This design comes from an exercise in tuning for small area and a short achievable clock period on the open sky130 flow, not from production work. In this exercise RTL edits were held to simulation tests only and were not proved equivalent to the original. No activity file was given, so power comes from the tool's default toggle rates.

Setup of pepper:
==> flow/design.v (excerpt) <==
module qd256 (
    input  wire       clk,
    input  wire       rst,
    input  wire       cmd_valid,
    input  wire [2:0] cmd_op,
    input  wire [7:0] cmd_a,
    input  wire [7:0] cmd_b,
    output reg        res_valid,
    output reg  [7:0] res,
    output wire       err
);
Settings: LEC_CHECK=0, CAP_MARGIN=20, CORE_MARGIN=2, CORE_UTILIZATION=40, SLEW_MARGIN=20; clock period 10.0 ns.
standard.sh (not shown) runs the stock make flow with config.mk's settings and CLKGATE_MAP_FILE= SYNTH_SCRIPT=/design/flow/synth_recipe.tcl, a recipe that flattens the netlist after the stock synthesis.
==> flow/flow/run.sh <==
#!/bin/bash
# Own layout flow: the standard flow (standard synthesis unchanged) with
# smaller port buffers and a tighter internal setup target for repair_timing.
set -euo pipefail
cd "$(dirname "${BASH_SOURCE[0]}")/.."
KNOBS=$(cat flow/knobs.txt)
# shellcheck disable=SC2086
bash standard.sh $KNOBS \
  "BUFFER_PORTS_ARGS=-buffer_cell sky130_fd_sc_hd__buf_1" finish > make_finish.log 2>&1
==> flow/flow/knobs.txt <==
SETUP_SLACK_MARGIN=5.5
Changes in harbor relative to pepper:
==> flow/flow/knobs.txt <==
SETUP_SLACK_MARGIN=5.0
Notes after the runs:
harbor completed end to end with timing, DRC and antenna clean.
No stage failed in pepper, and the final checks on the layout all came back clean.
In the metrics for pepper and harbor, the one carrying the higher total power is pepper.
Post-route worst setup slack ended up 0.43 ns lower on harbor than on pepper.
harbor and pepper ended up with roughly the same internal portion of total power.
Core util | harbor vs pepper | harbor lower
Relative to pepper, the switching power of the nets measured on harbor has decreased slightly.
Clock group power: harbor vs pepper — no meaningful difference
Measured slew at the worst slew-check pin is lower on pepper
Between harbor and pepper, the sequential fraction of design power does not differ in any meaningful way.
> inputs changed (harbor -> delta)
==> flow/flow/knobs.txt <==
SETUP_SLACK_MARGIN=6.5
==> run summary <==
Period utilization in delta vs harbor: down 8.8 points
Compared to harbor, delta has total length of routed met2 wires about 11% higher.
In delta the final critical-path required period turned out 0.88 ns lower than in harbor.
Static leakage power of delta exceeds that of harbor by more than 10%.
harbor vs delta, group with the largest share of power: sequential cells vs combinational cells
delta went all the way through synthesis, placement and routing and the layout is clean on timing, DRC and antenna.

========
The RTL this note starts from:
==> flow/design.v <==
module qd256 (
    input  wire       clk,
    input  wire       rst,
    input  wire       cmd_valid,
    input  wire [2:0] cmd_op,
    input  wire [7:0] cmd_a,
    input  wire [7:0] cmd_b,
    output reg        res_valid,
    output reg  [7:0] res,
    output wire       err
);
    reg [7:0] acc;
    reg       err_q;
    wire       use_acc = cmd_op[2];                  
    wire       inv     = ~(cmd_op[0] ^ cmd_op[2]);   
    wire       no_b    = cmd_op[1];                  
    wire [7:0] l    = use_acc ? acc : cmd_a;
    wire [7:0] r    = no_b ? 8'h00 : cmd_b;
    wire       jl   = l[7];
    wire       sub  = jl | inv;
    wire       cin  = jl;
    wire       nout = inv & ~jl;
    wire       flip = jl & (r[0] ^ (inv & l[0]));
    wire [6:0] ro = r[6:0] ^ {7{sub}};
    wire [6:0] lo = l[6:0];
    wire [7:0] g0 = {lo & ro, cin};
    wire [7:0] p0 = {lo ^ ro, 1'b0};
    wire [7:0] s8 = {lo, cin} + {ro, cin};
    wire [6:0] cc = s8[7:1] ^ p0[7:1];
    wire [6:0] sum = p0[7:1] ^ cc;
    wire [6:0] k    = sum ^ {7{nout}} ^ {flip, 6'd0};
    wire [7:0] out  = {jl ^ r[7], k};
    wire       emits = cmd_op[2] ? ~cmd_op[1] : (cmd_op[1] ^ cmd_op[0]);
    wire       v_enc = cmd_valid & (cmd_op == 3'b100);
    wire       v_dec = cmd_valid & (cmd_op == 3'b101);
    wire       v_clr = cmd_valid & (cmd_op == 3'b011);
    wire       hold  = ~(v_enc | v_dec | v_clr);
    wire [7:0] acc_d = ({8{v_enc}} & out) | ({8{v_dec}} & cmd_b) | ({8{hold}} & acc);
    always @(posedge clk) begin
        if (rst) begin
            acc       <= 8'h00;
            err_q     <= 1'b0;
            res_valid <= 1'b0;
        end else begin
            res_valid <= cmd_valid & emits;
            acc       <= acc_d;
            if (cmd_valid & cmd_op[2] & cmd_op[1])
                err_q <= 1'b1;
        end
    end
    always @(posedge clk)
        res <= out;
    assign err = err_q;
endmodule
export LEC_CHECK = 0
export ABC_AREA = 1
export CAP_MARGIN = 20
export CORE_AREA = 2 2 61 61
export DIE_AREA = 0 0 63 63
export SLEW_MARGIN = 20
create_clock -name core_clock -period 10.0 [get_ports {clk}]
==> flow/flow/run.sh <==
#!/bin/bash
# Own layout flow: the standard synthesis unchanged, then the logic
# between the registers re-mapped for area by OpenROAD's restructure (ABC),
# then the standard layout with plain buf_1 port buffers and an internal
# setup target for repair_timing (flow/knobs.txt).
set -euo pipefail
cd "$(dirname "${BASH_SOURCE[0]}")/.."
KNOBS=$(cat flow/knobs.txt)
RES=$PWD/orfs/results/$FLOW_PLATFORM/qd256/base
bash standard.sh synth > make_synth.log 2>&1
mkdir -p rmp_work
LIB=$FLOW_HOME/platforms/$FLOW_PLATFORM/lib/sky130_fd_sc_hd__tt_025C_1v80.lib
python3 flow/libfilter.py "$LIB" rmp_work/rmp.lib 'sky130_fd_sc_hd__probe*' 'sky130_fd_sc_hd__lpflow_*'
RES=$RES LIB=$LIB RMP_LIB=$PWD/rmp_work/rmp.lib \
  openroad -no_init -exit flow/rmp.tcl > openroad_rmp.log 2>&1
# shellcheck disable=SC2086
bash standard.sh $KNOBS \
  "BUFFER_PORTS_ARGS=-buffer_cell sky130_fd_sc_hd__buf_1" finish > make_finish.log 2>&1
==> flow/flow/knobs.txt <==
SETUP_SLACK_MARGIN=5.5
Other scripts of this flow, unchanged in this note and not shown: flow/flow/libfilter.py, flow/flow/rmp.tcl
The first run completed without violations.
Then changed:
==> flow/flow/knobs.txt (replaced) <==
SETUP_SLACK_MARGIN=6.0
Clock skew barely changes. Synthesized cell count stays the same. Cell count is higher by a little under a tenth.
Then changed:
--- a/flow/flow/run.sh
+++ b/flow/flow/run.sh
@@ -5 +5 @@
-# setup target for repair_timing (flow/knobs.txt).
+# setup target for repair_timing (flow/knobs.txt); CTS adds no dummy load cells.
@@ -18 +18,3 @@
-  "BUFFER_PORTS_ARGS=-buffer_cell sky130_fd_sc_hd__buf_1" finish > make_finish.log 2>&1
+  "BUFFER_PORTS_ARGS=-buffer_cell sky130_fd_sc_hd__buf_1" \
+  "CTS_ARGS=-sink_clustering_enable -repair_clock_nets -dont_use_dummy_load" \
+  finish > make_finish.log 2>&1
==> flow/flow/knobs.txt (replaced) <==
SETUP_SLACK_MARGIN=5.5 PLACE_DENSITY=0.8
=> Via count shrinks by 10%. Register-to-register slack gets better by 0.03 ns. Critical path depth goes up by 1. Die area does not change. Worst setup slack loses 0.16 ns. Core utilization fell by 7.2 points. Worst hold slack got worse by 0.0062 ns.
Then changed:
==> flow/flow/knobs.txt (replaced) <==
SETUP_SLACK_MARGIN=5.5 PLACE_DENSITY=0.7
=> Cell area shrinks slightly; wire length shrinks slightly; total power grows slightly; fmax grows slightly; worst setup slack gets better by 0.050 ns; flip-flop and latch count stays the same; cell count grows slightly; synthesized area does not change; first-iteration DRC count grows by a quarter to a third.
Then changed:
--- a/flow/flow/run.sh
+++ b/flow/flow/run.sh
@@ -5 +5 @@
-# setup target for repair_timing (flow/knobs.txt); CTS adds no dummy load cells.
+# setup target for repair_timing (flow/knobs.txt).
@@ -18,3 +18 @@
-  "BUFFER_PORTS_ARGS=-buffer_cell sky130_fd_sc_hd__buf_1" \
-  "CTS_ARGS=-sink_clustering_enable -repair_clock_nets -dont_use_dummy_load" \
-  finish > make_finish.log 2>&1
+  "BUFFER_PORTS_ARGS=-buffer_cell sky130_fd_sc_hd__buf_1" finish > make_finish.log 2>&1
==> flow/flow/knobs.txt (replaced) <==
SETUP_SLACK_MARGIN=5.7 PLACE_DENSITY=0.7
Via count came out lower by a few percent.
Sequential power is about the same.
Final area came out higher by a few percent.
First-iteration DRC count decreases by well over a third.
Routed wire length hardly moves.
Non-clock buffer count falls by 2.
Worst setup slack gets better by 0.087 ns.
Worst hold slack loses 0.0033 ns.

-- what the ideal ports hide --
The flow's constraints put no driver on any port. The routed layouts listed below were extracted and timed again, unchanged, in two steps. Step 1 assumes that a clkbuf_16 drives the clock port and a buf_2 every other input. Step 2, shift: input delay + t, output delay - t, t = (earliest + latest rising clock arrival at the registers) / 2. This alone moves slack from input paths to output paths. Three values: ideal, step 1, step 2; two values: the first two.
run | t (ns) | slack for setup (ns) | worst setup path at the end | worst data-port slew with drivers (ns)
pepper | 0.317 | 5.729 / 5.727 / 5.410 | input to register | 0.03
harbor | 0.316 | 5.300 / 5.300 / 4.984 | input to register | 0.03
delta | 0.316 | 6.175 / 6.174 / 5.858 | input to register | 0.03
the first run of note 2 | 0.314 | 5.719 / 5.717 / 5.403 | input to register | 0.04
the second run of note 2 | 0.319 | 5.899 / 5.833 / 5.514 | input to register | 0.09
the third run of note 2 | 0.311 | 5.735 / 5.734 / 5.423 | input to register | 0.03
the fourth run of note 2 | 0.308 | 5.786 / 5.784 / 5.476 | input to register | 0.03
the fifth run of note 2 | 0.318 | 5.873 / 5.849 / 5.531 | input to register | 0.05
After both steps every run listed still meets setup and hold. The setup slack of the second run of note 2, which loses most, moves by -0.066 ns with the drivers and by -0.385 ns with both steps.
